Source: an optimization exercise on an open RTL-to-GDS flow (aim: small area, a short achievable clock period and few clock cycles). Production flows keep margins and buffers that such runs may drop. Only simulation tests tie the RTL to the original design; equivalence was not proved.

==> flow/design.v (outline; a module is shown in full before it is edited, if it fits) <==
// module fcs_stats: 472 lines
// module fcs_sums: 618 lines
// module fcs_tst: 341 lines
module fcs_stats (
    input             clk,
    input             rst,
    input             req_valid,
    output            req_ready,
    input      [63:0] req_word,
    input             push_valid,
    input      [15:0] push_count,
    output reg        resp_valid,
    output     [31:0] resp_res,
    output     [55:0] resp_str,
    output     [2:0]  resp_len,
    output     [2:0]  resp_fault
);
  // ...
==> flow/run.sh <==
#!/bin/bash
# synth_recipe.tcl (not shown) runs the flow's synth.tcl, then flattens the netlist and writes it again
# the make line also repeats each setting of config.mk as NAME=value (left out here)
make -C /OpenROAD-flow-scripts/flow DESIGN_CONFIG=/design/flow/config.mk WORK_HOME=/design/flow/orfs CLKGATE_MAP_FILE= SYNTH_SCRIPT=/design/flow/synth_recipe.tcl finish
==> flow/config.mk <==
export PLATFORM = sky130hd
export DESIGN_NAME = fcs_stats
export DESIGN_NICKNAME = fcs_stats
export VERILOG_FILES = /design/flow/design.v
export SDC_FILE = /design/flow/constraint.sdc
export NUM_CORES = 4
export LEC_CHECK = 0
export ABC_AREA = 1
export CAP_MARGIN = 20
export CORE_MARGIN = 2
export CORE_UTILIZATION = 55
export PLACE_DENSITY = 0.7
export SETUP_SLACK_MARGIN = 2.5
export SLEW_MARGIN = 20
==> flow/constraint.sdc <==
create_clock -name core_clock -period 9.0 [get_ports {clk}]
set_input_delay 1.8000 -clock core_clock [delete_from_list [all_inputs] [get_ports {clk}]]
set_output_delay 1.8000 -clock core_clock [all_outputs]
set_load 0.01 [all_outputs]
==> run summary, run 1 <==
status=no timing/DRC/antenna violations; R2R depth=56; HPWL after DPL=124 mm; Taps Inserted=around 1100; Initial Util=55.3%; Routed Antenna Nets=0; postcts setup bufs=between 200 and 250; Largest register FFs=roughly 130; CTS tree=built; max cap viols=0; initial detailed-routing violation count=approximately 5600; Final Max Tran Viols=0; Max H-tree Level=2; commonest cells in the netlist=nand2_1, inv_1, nor2_1, o21ai_0, a21oi_1; Yosys warnings=9; vias in the first global route=42600; synth top area cells=edfxtp_1, fa_1, nand2_1, ha_1, inv_1; Finished Core Util=72.5%; final instance area=57100 um^2; library cells used by synthesis=76; final non-filler cell total=a little under 8000; cts repair resizes=around 800
Testbench counts, summed over its fixed seeds: cycles 18,756.
==> module fcs_stats, before the edit <==
module fcs_stats (
    input             clk,
    input             rst,
    input             req_valid,
    output            req_ready,
    input      [63:0] req_word,
    input             push_valid,
    input      [15:0] push_count,
    output reg        resp_valid,
    output     [31:0] resp_res,
    output     [55:0] resp_str,
    output     [2:0]  resp_len,
    output     [2:0]  resp_fault
);
    localparam CAP = 8, SHORT = 4, W_HIGH = 4, T_UP = 100, T_DOWN = 80;
    localparam OP_RB_COPY      = 5'h0B;
    localparam OP_RB_SELECT    = 5'h0C;
    localparam OP_RB_STATS     = 5'h0D;
    localparam OP_RB_EXCURSION = 5'h0E;
    localparam OP_RB_DRIFT     = 5'h0F;
    localparam OP_RB_SHRINK    = 5'h10;
    localparam OP_SNAP_READ    = 5'h11;
    localparam OP_ISQRT        = 5'h12;
    localparam OP_FMT          = 5'h13;
    localparam F_NONE       = 3'd0;
    localparam F_ILLEGAL_OP = 3'd1;
    localparam F_BAD_WINDOW = 3'd5;
    localparam F_STATS_UNAV = 3'd6;
    localparam F_FMT_RANGE  = 3'd7;
    localparam SQ_RA = 6;
    localparam SQ_K  = 4;
    localparam SQ_N  = 2;
    localparam SQ_F  = 16 - SQ_RA - SQ_K * SQ_N;
    reg [15:0] rb [0:CAP-1];
    reg [2:0]  cursor;
    reg [3:0]  valid;
    wire [2:0] cursor_p = push_valid ? cursor + 3'd1 : cursor;
    wire [3:0] valid_p  = (push_valid && !valid[3]) ? valid + 4'd1 : valid;
    always @(posedge clk) begin
        if (push_valid)
            rb[cursor_p] <= push_count;
    end
    reg [7:0]  nxt_oh;
    reg [2:0]  c_cursor;
    reg [3:0]  c_valid;
    reg        range_hi;
    reg        s_avail;
    reg [3:0]  s_window;
    reg [18:0] s_total;
    reg [17:0] s_newer;
    reg [17:0] s_short;
    reg [15:0] s_rlong;
    reg        busy;           
    reg        st1;            
    reg        st2;            
    reg        dv_run;         
    reg [2:0]  dv_cnt;
    reg        sq_run;
    reg [1:0]  sq_cnt;
    reg [2:0]  fault_r;
    reg [3:0]  small_r;
    reg        t_snap, t_exc, t_drift, t_sqrt, t_fmt;
    reg [3:0]  snap_sel;
    reg [2:0]  f_p, f_d;
    reg [31:0] x;              
    reg [16:0] sq_rem;
    reg [15:0] sq_root;
    assign req_ready = !busy;
    wire accept = req_valid && !busy;
    wire [4:0]  op  = req_word[63:59];
    wire [10:0] rsv = req_word[58:48];
    wire [7:0]  opc = req_word[47:40];
    wire [7:0]  opb = req_word[39:32];
    wire [31:0] opa = req_word[31:0];
    reg legal;
    always @(*) begin
        case (op)
            OP_RB_COPY, OP_RB_EXCURSION, OP_RB_DRIFT, OP_RB_SHRINK:
                legal = (rsv == 0) && (opc == 0) && (opb == 0) && (opa == 0);
            OP_RB_SELECT, OP_RB_STATS, OP_ISQRT:
                legal = (rsv == 0) && (opc == 0) && (opb == 0);
            OP_SNAP_READ:
                legal = (rsv == 0) && (opc == 0) && (opa == 0) && (opb <= 8'd12);
            OP_FMT:
                legal = (rsv == 0);
            default:
                legal = 1'b0;
        endcase
    end
    reg next_hi;
    always @(*) begin
        next_hi = range_hi;
        if (!range_hi && opa > T_UP)
            next_hi = 1'b1;
        else if (range_hi && opa < T_DOWN)
            next_hi = 1'b0;
    end
    wire [3:0] sel_base   = next_hi ? W_HIGH : CAP;
    wire [3:0] sel_window = (sel_base < c_valid) ? sel_base : c_valid;
    wire       opa_small = (opa[31:4] == 28'd0);
    wire       win_bad   = !opa_small || (opa[3:0] < SHORT) || (opa[3:0] > c_valid);
    wire       win_fast  = (opa[3:0] == 4'd4) || (opa[3:0] == 4'd8);
    reg fmt_vok;
    always @(*) begin
        case (opc[2:0])
            3'd1:    fmt_vok = opa < 32'd10;
            3'd2:    fmt_vok = opa < 32'd100;
            3'd3:    fmt_vok = opa < 32'd1000;
            3'd4:    fmt_vok = opa < 32'd10000;
            3'd5:    fmt_vok = opa < 32'd100000;
            default: fmt_vok = opa < 32'd1000000;
        endcase
    end
    wire fmt_ok = (opc >= 8'd1) && (opc <= 8'd6) && (opb <= 8'd6) &&
                  (opb < opc) && fmt_vok;
    function [32:0] sq_row;    
        input [16:0] rem;
        input [15:0] root;
        input [1:0]  bits;
        reg   [18:0] rs;
        reg   [17:0] tr;
        reg   [19:0] df;
        begin
            rs = {rem, bits};
            tr = {root, 2'b01};
            df = {1'b0, rs} - {2'b0, tr};
            if (!df[19])
                sq_row = {df[16:0], root[14:0], 1'b1};
            else
                sq_row = {rs[16:0], root[14:0], 1'b0};
        end
    endfunction
    reg [16:0] ra_rem;  reg [15:0] ra_root;
    reg [16:0] it_rem;  reg [15:0] it_root;
    reg [16:0] fi_rem;  reg [15:0] fi_root;
    integer r;
    always @(*) begin
        ra_rem = 17'd0; ra_root = 16'd0;
        for (r = 0; r < SQ_RA; r = r + 1)
            {ra_rem, ra_root} = sq_row(ra_rem, ra_root, opa[31 - 2*r -: 2]);
        it_rem = sq_rem; it_root = sq_root;
        for (r = 0; r < SQ_K; r = r + 1)
            {it_rem, it_root} = sq_row(it_rem, it_root, x[31 - 2*r -: 2]);
        fi_rem = sq_rem; fi_root = sq_root;
        for (r = 0; r < SQ_F; r = r + 1)
            {fi_rem, fi_root} = sq_row(fi_rem, fi_root, x[31 - 2*r -: 2]);
    end
    reg  [15:0] rbn [0:CAP-1];
    reg  [3:0]  a_sel, a_mn, a_mf;
    reg  [2:0]  age;
    integer j;
    always @(*) begin
        for (j = 0; j < CAP; j = j + 1)
            rbn[j] = (push_valid && nxt_oh[j]) ? push_count : rb[j];
        for (j = 0; j < 4; j = j + 1) begin
            age      = c_cursor - j[2:0];
            a_sel[j] = age[2];
            a_mn[j]  = {1'b0, age[1:0]} < opa[3:1];
            a_mf[j]  = {2'b0, age[1:0]} + 4'd4 < opa[3:0];
        end
    end
    reg [15:0] nv [0:3];
    reg [15:0] nm [0:3];
    reg [15:0] fm [0:3];
    always @(*) begin
        for (j = 0; j < 4; j = j + 1) begin
            nv[j] = a_sel[j] ? rbn[j + 4] : rbn[j];
            nm[j] = nv[j] & {16{a_mn[j]}};
            fm[j] = (a_sel[j] ? rbn[j] : rbn[j + 4]) & {16{a_mf[j]}};
        end
    end
    wire [17:0] sum_short, sum_newer;
    wire [18:0] sum_total;
    fcs_sums u_sums (.n0(nv[0]), .n1(nv[1]), .n2(nv[2]), .n3(nv[3]),
                     .f0(fm[0]), .f1(fm[1]), .f2(fm[2]), .f3(fm[3]),
                     .m0(nm[0]), .m1(nm[1]), .m2(nm[2]), .m3(nm[3]),
                     .short(sum_short), .total(sum_total), .newer(sum_newer));
    function [3:0] div_st;    
        input [2:0] rm;
        input       b;
        input [2:0] w;
        reg   [3:0] t;
        begin
            t = {rm, b};
            if (t >= {1'b0, w})
                div_st = {1'b1, t[2:0] - w};
            else
                div_st = {1'b0, t[2:0]};
        end
    endfunction
    reg [2:0] dv_rm;
    reg [3:0] dv_q;
    integer   d;
    always @(*) begin
        dv_rm = sq_rem[2:0];
        for (d = 0; d < 4; d = d + 1)
            {dv_q[3 - d], dv_rm} = div_st(dv_rm, x[31 - d], s_window[2:0]);
    end
    wire [18:0] s_older  = s_total - {1'b0, s_newer};
    wire [15:0] s_rshort = s_short[17:2];
    wire        s_tolv   = (s_total != 19'd0);
    reg  [6:0]  s_tol;
    always @(*) begin
        if      (s_total == 19'd0)  s_tol = 7'd0;
        else if (s_total < 19'd4)    s_tol = 7'd100;
        else if (s_total < 19'd9)    s_tol = 7'd50;
        else if (s_total < 19'd16)   s_tol = 7'd33;
        else if (s_total < 19'd25)   s_tol = 7'd25;
        else if (s_total < 19'd36)   s_tol = 7'd20;
        else if (s_total < 19'd49)   s_tol = 7'd16;
        else if (s_total < 19'd64)   s_tol = 7'd14;
        else if (s_total < 19'd81)   s_tol = 7'd12;
        else if (s_total < 19'd100)  s_tol = 7'd11;
        else if (s_total < 19'd121)  s_tol = 7'd10;
        else if (s_total < 19'd144)  s_tol = 7'd9;
        else if (s_total < 19'd169)  s_tol = 7'd8;
        else if (s_total < 19'd225)  s_tol = 7'd7;
        else if (s_total < 19'd289)  s_tol = 7'd6;
        else if (s_total < 19'd441)  s_tol = 7'd5;
        else if (s_total < 19'd676)  s_tol = 7'd4;
        else if (s_total < 19'd1156) s_tol = 7'd3;
        else if (s_total < 19'd2601) s_tol = 7'd2;
        else if (s_total < 19'd10201) s_tol = 7'd1;
        else                          s_tol = 7'd0;
    end
    wire [18:0] eA = {3'd0, s_rlong};
    wire [18:0] eB = {3'd0, s_rshort};
    wire [18:0] dA = {s_newer, 1'b0};
    wire [18:0] dB = s_total;
    wire [19:0] eD = {1'b0, eA} - {1'b0, eB};
    wire [19:0] dD = {1'b0, dA} - {1'b0, dB};
    wire [18:0] eX = eD[18:0] ^ {19{eD[19]}};
    wire [18:0] dX = dD[18:0] ^ {19{dD[19]}};
    wire [12:0] eQ = {(eX[18:11] != 8'd0) || (eD[19] && (eX[10:0] == 11'h7FF)), eD[19], eX[10:0]};
    wire [12:0] dQ = {(dX[18:11] != 8'd0) || (dD[19] && (dX[10:0] == 11'h7FF)), dD[19], dX[10:0]};
    reg  [12:0] s_de, s_dd;
    wire [12:0] tQ  = t_exc ? s_de : s_dd;
    wire        tBig = tQ[12];
    wire [13:0] thr = s_rlong[15:2];
    wire [23:0] tR1 = t_exc ? ~{6'd0, thr, 4'd0} : ~{2'd0, s_total, 3'd0};
    wire [23:0] tR2 = t_exc ? ~{8'd0, thr, 2'd0} : {5'd0, s_total};
    wire        tNeg;
    fcs_tst u_tst (.e(tQ[10:0]), .s(tQ[11]), .r1(tR1), .r2(tR2), .c0(t_exc), .neg(tNeg));
    wire        t_fire = tBig || !tNeg;
    reg [31:0] snap_val;
    always @(*) begin
        case (snap_sel)
            4'd0:    snap_val = {31'd0, s_avail};
            4'd1:    snap_val = {28'd0, s_window};
            4'd2:    snap_val = {13'd0, s_total};
            4'd3:    snap_val = {14'd0, s_newer};
            4'd4:    snap_val = {13'd0, s_older};
            4'd5:    snap_val = {14'd0, s_short};
            4'd6:    snap_val = {16'd0, s_rlong};
            4'd7:    snap_val = {16'd0, s_rshort};
            4'd8:    snap_val = {25'd0, s_tol};
            4'd9:    snap_val = {31'd0, s_tolv};
            4'd10:   snap_val = {31'd0, range_hi};
            4'd11:   snap_val = {29'd0, c_cursor};
            default: snap_val = {28'd0, c_valid};
        endcase
    end
    function [3:0] add3;
        input [3:0] dg;
        case (dg)
            4'd5:    add3 = 4'd8;
            4'd6:    add3 = 4'd9;
            4'd7:    add3 = 4'd10;
            4'd8:    add3 = 4'd11;
            4'd9:    add3 = 4'd12;
            default: add3 = dg;
        endcase
    endfunction
    function [23:0] bin2bcd;
        input [19:0] v;
        reg   [23:0] b;
        integer i, k;
        begin
            b = 24'd0;
            for (i = 19; i >= 0; i = i - 1) begin
                for (k = 0; k < 6; k = k + 1)
                    b[4*k +: 4] = add3(b[4*k +: 4]);
                b = {b[22:0], v[i]};
            end
            bin2bcd = b;
        end
    endfunction
    wire [23:0] bcd = x[23:0];
    reg  [5:0]  blank;       
    reg  [55:0] fmt_str;
    wire [2:0]  fmt_len = (f_p != 3'd0) ? f_d + 3'd1 : f_d;
    reg         zabove;
    reg  [2:0]  jsel;
    reg         after, isdot, inr;
    reg  [3:0]  nib;
    reg         bl;
    integer     jj, k;
    always @(*) begin
        zabove = 1'b1;
        for (jj = 5; jj >= 0; jj = jj - 1) begin
            zabove    = zabove && (bcd[4*jj +: 4] == 4'd0);
            blank[jj] = zabove && (jj > f_p);
        end
        for (k = 0; k < 7; k = k + 1) begin
            after = (f_p != 3'd0) && ({1'b0, f_p} + k > {1'b0, f_d});
            isdot = (f_p != 3'd0) && ({1'b0, f_p} + k == {1'b0, f_d});
            inr   = (k < fmt_len);
            jsel  = f_d - 3'd1 - k[2:0] + {2'b0, after};
            nib   = bcd[4*jsel +: 4];
            bl    = blank[jsel];
            fmt_str[55 - 8*k -: 8] = !inr ? 8'h00 : isdot ? 8'h2E : bl ? 8'h20 : {4'h3, nib};
        end
    end
    assign resp_fault = fault_r;
    assign resp_res   = t_snap  ? snap_val :
                        (t_exc || t_drift) ? {31'd0, t_fire} :
                        t_sqrt  ? {16'd0, fi_root} :
                        {28'd0, small_r};
    assign resp_str   = t_fmt ? fmt_str : 56'd0;
    assign resp_len   = t_fmt ? fmt_len : 3'd0;
    always @(posedge clk) begin
        if (rst) begin
            resp_valid <= 1'b0;
            busy       <= 1'b0;
            st1        <= 1'b0;
            st2        <= 1'b0;
            dv_run     <= 1'b0;
            sq_run     <= 1'b0;
            cursor     <= 3'd7;
            nxt_oh     <= 8'd1;
            valid      <= 4'd0;
            c_cursor   <= 3'd7;
            c_valid    <= 4'd0;
            range_hi   <= 1'b0;
            s_avail    <= 1'b0;
            s_window   <= 4'd0;
            s_total    <= 19'd0;
            s_newer    <= 18'd0;
            s_short    <= 18'd0;
            s_rlong    <= 16'd0;
        end else begin
            resp_valid <= 1'b0;
            cursor <= cursor_p;
            nxt_oh <= push_valid ? {nxt_oh[6:0], nxt_oh[7]} : nxt_oh;
            valid  <= valid_p;
            st1 <= 1'b0;
            st2 <= 1'b0;
            if (st2) begin
                s_de <= eQ;
                s_dd <= dQ;
            end
            if (st1) begin
                if (s_window[3] || s_window[2:0] == 3'd4) begin
                    s_de <= eQ;
                    s_dd <= dQ;
                end else begin
                    x      <= {1'b0, s_total, 12'd0};
                    sq_rem <= 17'd0;
                    dv_cnt <= 3'd0;
                    dv_run <= 1'b1;
                end
            end
            if (dv_run) begin
                s_rlong <= {s_rlong[11:0], dv_q};
                sq_rem  <= {14'd0, dv_rm};
                x       <= {x[27:0], 4'd0};
                dv_cnt  <= dv_cnt + 3'd1;
                if (dv_cnt == 3'd4) begin
                    dv_run     <= 1'b0;
                    st2        <= 1'b1;
                    busy       <= 1'b0;
                    resp_valid <= 1'b1;
                end
            end
            if (sq_run) begin
                sq_rem  <= it_rem;
                sq_root <= it_root;
                x       <= {x[31 - 2*SQ_K:0], {(2*SQ_K){1'b0}}};
                sq_cnt  <= sq_cnt + 2'd1;
                if (sq_cnt == SQ_N - 1) begin
                    sq_run     <= 1'b0;
                    busy       <= 1'b0;
                    resp_valid <= 1'b1;
                end
            end
            if (accept) begin
                fault_r <= F_NONE;
                small_r <= 4'd0;
                t_snap  <= 1'b0;
                t_exc   <= 1'b0;
                t_drift <= 1'b0;
                t_sqrt  <= 1'b0;
                t_fmt   <= 1'b0;
                resp_valid <= 1'b1;
                if (!legal) begin
                    fault_r <= F_ILLEGAL_OP;
                end else begin
                    case (op)
                    OP_RB_COPY: begin
                        c_cursor <= cursor_p;
                        c_valid  <= valid_p;
                    end
                    OP_RB_SELECT: begin
                        range_hi <= next_hi;
                        small_r  <= sel_window;
                    end
                    OP_RB_STATS: begin
                        if (c_valid < SHORT) begin
                            s_avail  <= 1'b0;
                            s_window <= 4'd0;
                            s_total  <= 19'd0;
                            s_newer  <= 18'd0;
                            s_short  <= 18'd0;
                            s_rlong  <= 16'd0;
                        end else if (win_bad) begin
                            fault_r <= F_BAD_WINDOW;
                        end else begin
                            s_avail  <= 1'b1;
                            s_window <= opa[3:0];
                            small_r  <= 4'd1;
                            s_short    <= sum_short;
                            s_newer    <= sum_newer;
                            s_total    <= sum_total;
                            s_rlong    <= opa[3] ? sum_total[18:3] : sum_total[17:2];
                            st1        <= 1'b1;
                            if (!win_fast) begin
                                busy       <= 1'b1;
                                resp_valid <= 1'b0;
                            end
                        end
                    end
                    OP_RB_EXCURSION: begin
                        if (!s_avail) fault_r <= F_STATS_UNAV;
                        else          t_exc   <= 1'b1;
                    end
                    OP_RB_DRIFT: begin
                        if (!s_avail) fault_r <= F_STATS_UNAV;
                        else          t_drift <= 1'b1;
                    end
                    OP_RB_SHRINK: begin
                        valid <= (valid_p > SHORT) ? SHORT : valid_p;
                    end
                    OP_SNAP_READ: begin
                        t_snap   <= 1'b1;
                        snap_sel <= opb[3:0];
                    end
                    OP_ISQRT: begin
                        t_sqrt     <= 1'b1;
                        sq_rem     <= ra_rem;
                        sq_root    <= ra_root;
                        x          <= {opa[31 - 2*SQ_RA:0], {(2*SQ_RA){1'b0}}};
                        sq_cnt     <= 2'd0;
                        sq_run     <= 1'b1;
                        busy       <= 1'b1;
                        resp_valid <= 1'b0;
                    end
                    default: begin   
                        if (!fmt_ok) begin
                            fault_r <= F_FMT_RANGE;
                        end else begin
                            t_fmt <= 1'b1;
                            x     <= {8'd0, bin2bcd(opa[19:0])};
                            f_p   <= opb[2:0];
                            f_d   <= opc[2:0];
                        end
                    end
                    endcase
                end
            end
        end
    end
endmodule
==> run 2, diff against run 1 <==
--- a/flow/design.v
+++ b/flow/design.v
@@ -54,3 +54,5 @@
     reg        st1;            
-    reg        st2;            
+    reg        fl_e, fl_d;     
+    reg        dr_wait;        
+    reg        s_exc, s_drift;
     reg        dv_run;         
@@ -64,3 +66,3 @@
     reg [2:0]  f_p, f_d;
-    reg [31:0] x;              
+    reg [23:0] x;              
     reg [16:0] sq_rem;
@@ -134,3 +136,3 @@
     reg [16:0] it_rem;  reg [15:0] it_root;
-    reg [16:0] fi_rem;  reg [15:0] fi_root;
+    reg [15:0] fi_root;      
     integer r;
@@ -141,7 +143,8 @@
         it_rem = sq_rem; it_root = sq_root;
-        for (r = 0; r < SQ_K; r = r + 1)
-            {it_rem, it_root} = sq_row(it_rem, it_root, x[31 - 2*r -: 2]);
-        fi_rem = sq_rem; fi_root = sq_root;
-        for (r = 0; r < SQ_F; r = r + 1)
-            {fi_rem, fi_root} = sq_row(fi_rem, fi_root, x[31 - 2*r -: 2]);
+        fi_root = sq_root;
+        for (r = 0; r < SQ_K; r = r + 1) begin
+            {it_rem, it_root} = sq_row(it_rem, it_root, x[23 - 2*r -: 2]);
+            if (r == SQ_F - 1)
+                fi_root = it_root;
+        end
     end
@@ -196,3 +199,3 @@
         for (d = 0; d < 4; d = d + 1)
-            {dv_q[3 - d], dv_rm} = div_st(dv_rm, x[31 - d], s_window[2:0]);
+            {dv_q[3 - d], dv_rm} = div_st(dv_rm, x[23 - d], s_window[2:0]);
     end
@@ -225,20 +228,13 @@
     end
-    wire [18:0] eA = {3'd0, s_rlong};
-    wire [18:0] eB = {3'd0, s_rshort};
-    wire [18:0] dA = {s_newer, 1'b0};
-    wire [18:0] dB = s_total;
-    wire [19:0] eD = {1'b0, eA} - {1'b0, eB};
-    wire [19:0] dD = {1'b0, dA} - {1'b0, dB};
-    wire [18:0] eX = eD[18:0] ^ {19{eD[19]}};
-    wire [18:0] dX = dD[18:0] ^ {19{dD[19]}};
-    wire [12:0] eQ = {(eX[18:11] != 8'd0) || (eD[19] && (eX[10:0] == 11'h7FF)), eD[19], eX[10:0]};
-    wire [12:0] dQ = {(dX[18:11] != 8'd0) || (dD[19] && (dX[10:0] == 11'h7FF)), dD[19], dX[10:0]};
-    reg  [12:0] s_de, s_dd;
-    wire [12:0] tQ  = t_exc ? s_de : s_dd;
-    wire        tBig = tQ[12];
+    wire [18:0] tA  = fl_e ? {3'd0, s_rlong}  : {s_newer, 1'b0};
+    wire [18:0] tB  = fl_e ? {3'd0, s_rshort} : s_total;
+    wire [19:0] tD  = {1'b0, tA} - {1'b0, tB};
+    wire        tS  = tD[19];
+    wire [18:0] tX  = tD[18:0] ^ {19{tS}};
+    wire        tBig = (tX[18:11] != 8'd0) || (tS && (tX[10:0] == 11'h7FF));
     wire [13:0] thr = s_rlong[15:2];
-    wire [23:0] tR1 = t_exc ? ~{6'd0, thr, 4'd0} : ~{2'd0, s_total, 3'd0};
-    wire [23:0] tR2 = t_exc ? ~{8'd0, thr, 2'd0} : {5'd0, s_total};
+    wire [23:0] tR1 = fl_e ? ~{6'd0, thr, 4'd0} : ~{2'd0, s_total, 3'd0};
+    wire [23:0] tR2 = fl_e ? ~{8'd0, thr, 2'd0} : {5'd0, s_total};
     wire        tNeg;
-    fcs_tst u_tst (.e(tQ[10:0]), .s(tQ[11]), .r1(tR1), .r2(tR2), .c0(t_exc), .neg(tNeg));
+    fcs_tst u_tst (.e(tX[10:0]), .s(tS), .r1(tR1), .r2(tR2), .c0(fl_e), .neg(tNeg));
     wire        t_fire = tBig || !tNeg;
@@ -315,3 +311,4 @@
     assign resp_res   = t_snap  ? snap_val :
-                        (t_exc || t_drift) ? {31'd0, t_fire} :
+                        t_exc   ? {31'd0, s_exc} :
+                        t_drift ? {31'd0, s_drift} :
                         t_sqrt  ? {16'd0, fi_root} :
@@ -325,3 +322,5 @@
             st1        <= 1'b0;
-            st2        <= 1'b0;
+            fl_e       <= 1'b0;
+            fl_d       <= 1'b0;
+            dr_wait    <= 1'b0;
             dv_run     <= 1'b0;
@@ -345,14 +344,17 @@
             valid  <= valid_p;
-            st1 <= 1'b0;
-            st2 <= 1'b0;
-            if (st2) begin
-                s_de <= eQ;
-                s_dd <= dQ;
+            st1  <= 1'b0;
+            fl_e <= 1'b0;
+            fl_d <= fl_e;
+            if (fl_e)
+                s_exc <= t_fire;
+            else if (fl_d)
+                s_drift <= t_fire;
+            if (dr_wait) begin
+                dr_wait    <= 1'b0;
+                busy       <= 1'b0;
+                resp_valid <= 1'b1;
             end
             if (st1) begin
-                if (s_window[3] || s_window[2:0] == 3'd4) begin
-                    s_de <= eQ;
-                    s_dd <= dQ;
-                end else begin
-                    x      <= {1'b0, s_total, 12'd0};
+                if (!(s_window[3] || s_window[2:0] == 3'd4)) begin
+                    x      <= {1'b0, s_total, 4'd0};
                     sq_rem <= 17'd0;
@@ -365,3 +367,3 @@
                 sq_rem  <= {14'd0, dv_rm};
-                x       <= {x[27:0], 4'd0};
+                x       <= {x[19:0], 4'd0};
                 dv_cnt  <= dv_cnt + 3'd1;
@@ -369,3 +371,3 @@
                     dv_run     <= 1'b0;
-                    st2        <= 1'b1;
+                    fl_e       <= 1'b1;
                     busy       <= 1'b0;
@@ -377,3 +379,3 @@
                 sq_root <= it_root;
-                x       <= {x[31 - 2*SQ_K:0], {(2*SQ_K){1'b0}}};
+                x       <= {x[23 - 2*SQ_K:0], {(2*SQ_K){1'b0}}};
                 sq_cnt  <= sq_cnt + 2'd1;
@@ -425,2 +427,3 @@
                             st1        <= 1'b1;
+                            fl_e       <= win_fast;
                             if (!win_fast) begin
@@ -436,4 +439,12 @@
                     OP_RB_DRIFT: begin
-                        if (!s_avail) fault_r <= F_STATS_UNAV;
-                        else          t_drift <= 1'b1;
+                        if (!s_avail) begin
+                            fault_r <= F_STATS_UNAV;
+                        end else begin
+                            t_drift <= 1'b1;
+                            if (fl_e) begin
+                                dr_wait    <= 1'b1;
+                                busy       <= 1'b1;
+                                resp_valid <= 1'b0;
+                            end
+                        end
                     end
@@ -450,3 +461,3 @@
                         sq_root    <= ra_root;
-                        x          <= {opa[31 - 2*SQ_RA:0], {(2*SQ_RA){1'b0}}};
+                        x          <= {opa[31 - 2*SQ_RA:0], {(24 - 32 + 2*SQ_RA){1'b0}}};
                         sq_cnt     <= 2'd0;
@@ -461,3 +472,3 @@
                             t_fmt <= 1'b1;
-                            x     <= {8'd0, bin2bcd(opa[19:0])};
+                            x     <= bin2bcd(opa[19:0]);
                             f_p   <= opb[2:0];
--- a/flow/config.mk
+++ b/flow/config.mk
@@ -12,3 +12,3 @@
 export PLACE_DENSITY = 0.7
-export SETUP_SLACK_MARGIN = 2.5
+export SETUP_SLACK_MARGIN = 2.0
 export SLEW_MARGIN = 20
==> run summary, run 2 <==
synth top area cells=edfxtp_1, fa_1, nand2_1, ha_1, inv_1; Max H-tree Level=2 (unchanged); hold path start=nxt_oh[3]; Peak Freq=124 MHz; mean post-synth cell area=just under 7 um^2; critical path class=reg2reg; Worst setup EP type=flop; total wire length=around 170 mm; Slew HR=between 20% and 30%; flop2flop setup slack=roughly 0.94 ns; CP required=9.29 ns; Clock Tree Buf Depth=3; die width=around 280 um; r2r endpoint=sq_rem[6]; slowest CP cell=edfxtp_1; Setup TNS Final=0 ns; GP Congestion=approximately 1.1; wire per inst=between 20 and 25 um; Final Max Tran Viols=0 (unchanged); pin count of the biggest net entering global routing=just over 80; hold slack=0.465 ns; CTS tree=built; Std-Cell Rows=~100; count leader, synth=nand2_1; TritonCTS Sinks=~320; status=no timing/DRC/antenna violations; Tcrit/Tclk final=between 80 and 90%; clk slew on worst S/H paths=roughly 0.06 ns; reg-to-reg startpoint=sq_rem[1]; initial detailed-routing violation count=4400 (-21%); vias in the first global route=41600 (-2.4%); HPWL after DPL=123 mm (-1.0%); clock latency (worst-skew pair)=0.59 ns; Worst path max stage delay=approximately 0.46 ns; io pins=180; Reg with most FFs=rb; Post-Syn Area=~42000 um^2; Worst-Margin Slew=approximately 1.1 ns; Buf/Inv on CP=12; number of synthesized flops with an enable pin=around 210; Period minus WS final=about 8.1 ns; worst min path class=reg2reg; total track usage=around two fifths; flops & latches, synth=~320; library cells used by synthesis=75 (-1.3%); crit-path max FO=7; routed vias/inst=roughly 6.1; hold_buf cts=0; RSZ-0062 raised after global routing=yes; Fin. Hold Viols=0; Synth area leader=edfxtp_1; full die area=just under 80000 um^2; nets@finish=7194; DRC=0; first-pass GRT wire length=around 240 mm; worst slack, placed=between 0.15 and 0.2 ns; Initial Util=55.3% (about the same); CP startpoint kind=flop; Primary FF master, synth=edfxtp_1; slack of the critical path=a little over 0.9 ns; dpl cell area=approximately 46000 um^2; delay-heaviest family, CP=simple AND/OR/NAND/NOR gates; final instance area=53700 um^2 (-5.9%); R2R depth=53 (-5.4%); Largest register FFs=128 (unchanged); top-area cell type share of the netlist area=between 10% and 20%; vias after detailed routing=between 40000 and 50000; most frequent cells in the layout=nand2_1, inv_1, nor2_1; Largest regs=rb: 128 flops, x: 24 flops, s_total: 19 flops; CTS Buf Count=38; PortBufs=~150; Final Skew=~0.046 ns; Arrival @ worst endpoint=between 8 and 9 ns; Synth async-reset ratio=0%; initial antenna violation count=9; Final Setup Violations=0; P&R area growth vs syn=28.3%; clock root buffer=clkbuf_16; max cap viols=0 (unchanged); core area=around 76000 um^2; commonest cells in the netlist=nand2_1, inv_1, nor2_1, a21oi_1, o21ai_0; share of cells above drive strength 1=a little under a quarter; hold path cells=2; die height=~280 um; sequential area share after synthesis=between 20 and 25%; Pre-antenna DRT Iters=8; Mapped Cells=6067; total gr overflow=0; Hold EP=nxt_oh[3]; Routed Antenna Nets=0 (unchanged); commonest non-fill, non-tap cell in the layout=nand2_1; Yosys warnings=9 (unchanged)
==> run 2: layout make-up <==
class / count / area (um^2)
tap: 978 / 1220
clock inverter: 20 / 221
sequential: 321 / 8570
timing repair buffer: 630 / 5590
clock buffer: 50 / 1030
timing repair inverter: 1 / 6.26
inverter: 1001 / 3890
fill: 6022 / 22000
antenna: 8 / 20.0
multi-input combinational: 4545 / 33100
==> run 2: timing repair <==
action                     in CTS  in global routing
setup endpoints to repair      90                105
gates resized for setup       466                796
pin swaps                     169                386
cloned                          4                  1
setup buffers                 127                141
==> run 2: per-stage QoR <==
step,instances,utilization [%]
after floorplan,6093,-
after global placement,7201,60.4
after detailed placement,7202,60.4
after CTS,7403,65.4
after global routing,7546,70.9
final,7554,70.9
==> run 2: per-layer routing <==
layer	global-route usage, %	share of wire (%)
met4	20.1	6.9
met3	6.96	9.4
met1	49.0	38
met5	0	0.021
met2	64.5	46
==> run 2: worst max-delay path by stage <==
stage | startpoint | end | slack, ns | cells after the start
after floorplan | req_word[1] | s_rlong[15] | 1.16 | 35
after global placement | req_word[1] | s_rlong[15] | 0.24 | 35
after detailed placement | req_word[1] | s_rlong[15] | 0.16 | 35
after CTS | fl_e | s_drift | 1.21 | 43
after global routing | sq_rem[1] | sq_rem[6] | 0.66 | 53
final | sq_rem[1] | sq_rem[6] | 0.94 | 53
==> run 2: logic make-up after synthesis <==
logic type,Yosys count,share of synthesized area (%)
and+or+nand+nor,2327,23.2
AOI/OAI and AO/OA,1487,20.7
buffers and inverters,1228,11.3
adders and majority gates,572,21.6
DFF,321,20.5
xor gates and xnor gates,128,2.68
other,2,0.0179
muxes,2,0.0478
==> run 2: worst min-delay path, cell delays in order (launching register included) <==
cell and delay (ns):
dfxtp_1 0.31, nand2_1 0.06, a21oi_1 0.05
Testbench counts of run 2, summed over its fixed seeds: cycles 18,756.
==> run 3, diff against run 2 <==
--- a/flow/config.mk
+++ b/flow/config.mk
@@ -12,3 +12,3 @@
 export PLACE_DENSITY = 0.7
-export SETUP_SLACK_MARGIN = 2.0
+export SETUP_SLACK_MARGIN = 1.0
 export SLEW_MARGIN = 20
==> run summary, run 3 <==
Yosys warnings=9 (unchanged); CTS Buf Count=36 (-5.3%); slack of the critical path=1.03 ns (+0.0914 ns); sequential area share after synthesis=20.5% (unchanged); total gr overflow=0 (unchanged); Worst path max stage delay=0.53 ns (+0.07 ns); wire per inst=20.7 um (-6.7%); final non-filler cell total=7402 (-2.0%); initial antenna violation count=7 (-2); Arrival @ worst endpoint=8.26 ns (-0.09 ns); Synth area leader=edfxtp_1; Peak Freq=125 MHz (+1.1%); Initial Util=55.3% (unchanged); clock latency (worst-skew pair)=0.59 ns (about the same); commonest non-fill, non-tap cell in the layout=nand2_1; Reg with most FFs=rb; final instance area=49000 um^2 (-8.6%); share of cells above drive strength 1=12.5% (-11 points); CP required=9.29 ns (about the same); Mapped Cells=6067 (unchanged); pin count of the biggest net entering global routing=84 (+1.2%); Top cell by count, worst path=buf_4; Synth async-reset ratio=0% (unchanged); Worst-Margin Slew=1.39 ns (+0.297 ns); GP Congestion=1.04 (-2.8%); Primary FF master, synth=edfxtp_1; Routed Antenna Nets=0 (unchanged); worst slack, placed=0.123 ns (-0.0385 ns); Final Setup Violations=0 (unchanged); clk slew on worst S/H paths=0.07 ns (about the same); full die area=78300 um^2 (unchanged); DRC=0 (unchanged); Clock Tree Buf Depth=3 (unchanged); commonest cells in the netlist=nand2_1, inv_1, nor2_1, a21oi_1, o21ai_0; Final Max Tran Viols=0 (unchanged); Slew HR=6.80% (-20 points); io pins=180 (unchanged); Tcrit/Tclk final=88.6% (-1.0 points); routed vias/inst=5.90 (-3.1%); initial detailed-routing violation count=4314 (-2.0%); Setup TNS Final=0 ns (unchanged); Pre-antenna DRT Iters=9 (+1); Period minus WS final=7.97 ns (-0.0914 ns); slowest CP cell=fa_1; total wire length=153 mm (-8.6%); clock root buffer=clkbuf_16; RSZ-0062 raised after global routing=yes; Post-Syn Area=41900 um^2 (unchanged); count leader, synth=nand2_1; hold_buf cts=0 (unchanged); top-area cell type share of the netlist area=15.4% (unchanged); TritonCTS Sinks=321 (unchanged); crit-path max FO=7 (unchanged); die width=280 um (unchanged); CTS tree=built; library cells used by synthesis=75 (unchanged); Std-Cell Rows=101 (unchanged); Largest regs=rb: 128 flops, x: 24 flops, s_total: 19 flops; delay-heaviest family, CP=adder cells; vias in the first global route=40300 (-3.1%); flops & latches, synth=321 (unchanged); Buf/Inv on CP=20 (+8); Fin. Hold Viols=0 (unchanged); Worst setup EP type=flop; nets@finish=7042 (-2.1%); Largest register FFs=128 (unchanged); vias after detailed routing=43700 (-5.1%); first-pass GRT wire length=229 mm (-3.3%); HPWL after DPL=122 mm (-0.40%); Finished Core Util=64.8% (-6.1 points); DP Cell Count=7216 (+0.19%); hold slack=0.471 ns (+0.00540 ns); PortBufs=152 (unchanged); CP startpoint kind=flop; P&R area growth vs syn=17.2%; max cap viols=0 (unchanged); dpl cell area=45500 um^2 (-0.53%); mean post-synth cell area=6.90 um^2 (unchanged); Max H-tree Level=2 (unchanged); Final Skew=0.0332 ns (-0.0129 ns); number of synthesized flops with an enable pin=214 (unchanged); synth top area cells=edfxtp_1, fa_1, nand2_1, ha_1, inv_1; core area=75700 um^2 (unchanged); total track usage=37.7% (-1.3 points); most frequent cells in the layout=nand2_1, inv_1, nor2_1; worst min path class=reg2reg; die height=280 um (unchanged); status=no timing/DRC/antenna violations; critical path class=reg2reg
-- run 3: changes by cell type in the layout (fill, tap and decap cells not counted), sizes merged, moves of 4 or more --
cell,previous run,this run
dlygate4sd2,5,1
buf,485,327
clkinvlp,8,2
clkdlybuf4s15,5,0
clkdlybuf4s50,125,139
clkinv,27,32
-- run 3: final timing paths --
| kind | endpoint | slack [ns] | start | cells after the start |
|---|---|---|---|---|
| max | s_exc | 1.03 | fl_e | 45 |
| min | s_newer[1] | 0.47 | s_newer[1] | 2 |
| max reg2reg | s_exc | 1.03 | fl_e | 45 |
| min reg2reg | s_newer[1] | 0.47 | s_newer[1] | 2 |
-- run 3: cell type report --
class,instances,area [um^2]
Fill cell,6860,26700
Multi-Input combinational cell,4544,30000
Clock buffer,44,1020
Tap cell,978,1220
Inverter,1001,3790
Timing Repair Buffer,482,4220
Sequential cell,321,8570
Clock inverter,22,235
Antenna cell,10,25.0
-- run 3: routing by layer --
| layer | vias to the layer above | global-route usage, % | wire (um) |
|---|---|---|---|
| li1 | 20700 | - | - |
| met1 | 20500 | 48.5 | 61500 |
| met2 | 2009 | 62.8 | 71300 |
| met3 | 411 | 6.05 | 12900 |
| met4 | 0 | 16.3 | 7610 |
| met5 | - | 0 | 0 |
-- run 3: cell families after synthesis --
family          synth area share, %
mux                          0.0478
other cells                  0.0179
flops                          20.5
compound gates                 20.7
fa+ha+maj                      21.6
buf+inv                        11.3
simple gates                   23.2
xor+xnor                       2.68
-- run 3: tightest hold or removal path: stages (launching register included) --
cell	delay, ns
dfxtp_1	0.31
nand2_1	0.06
a21oi_1	0.06
-- run 3: what timing repair did --
| item | in CTS | in global routing |
|---|---|---|
| setup endpoints to repair | 27 | 55 |
| gates cloned | 1 | 5 |
| buffers inserted | 49 | 55 |
| gates resized for setup | 107 | 290 |
| pin swaps | 27 | 135 |

==> afterwards: timing with drivers on the ports <==
The results above use ideal ports. As a check the final layouts listed here were re-extracted and re-timed, cells and wires unchanged. Step 1 assumes that a clkbuf_16 drives the clock port and a buf_2 every other input. Step 2 moves the port delays by t, midway between the first and last clock arrival at a register: inputs arrive t later, outputs are due t later. That takes back most of the time a late clock gives input paths. Three values: ideal ports, drivers, drivers and shift; two values: the first two.
run	t (ns)	setup WS [ns]	hold slack, ns	worst data-port slew with drivers (ns)	pins driven straight from the clock port
run 1	0.682	1.206 / 1.220 / 0.537	0.495 / 0.495 / 0.495	0.11	1
run 2	0.623	0.935 / 0.935 / 0.879	0.465 / 0.465 / 0.465	0.17	1
run 3	0.634	1.026 / 1.026 / 0.732	0.471 / 0.471 / 0.471	0.16	1
After both steps every run listed still meets setup and hold. For run 1, which loses most, drivers alone change the setup slack by +0.014 ns; drivers and shift together by -0.669 ns.
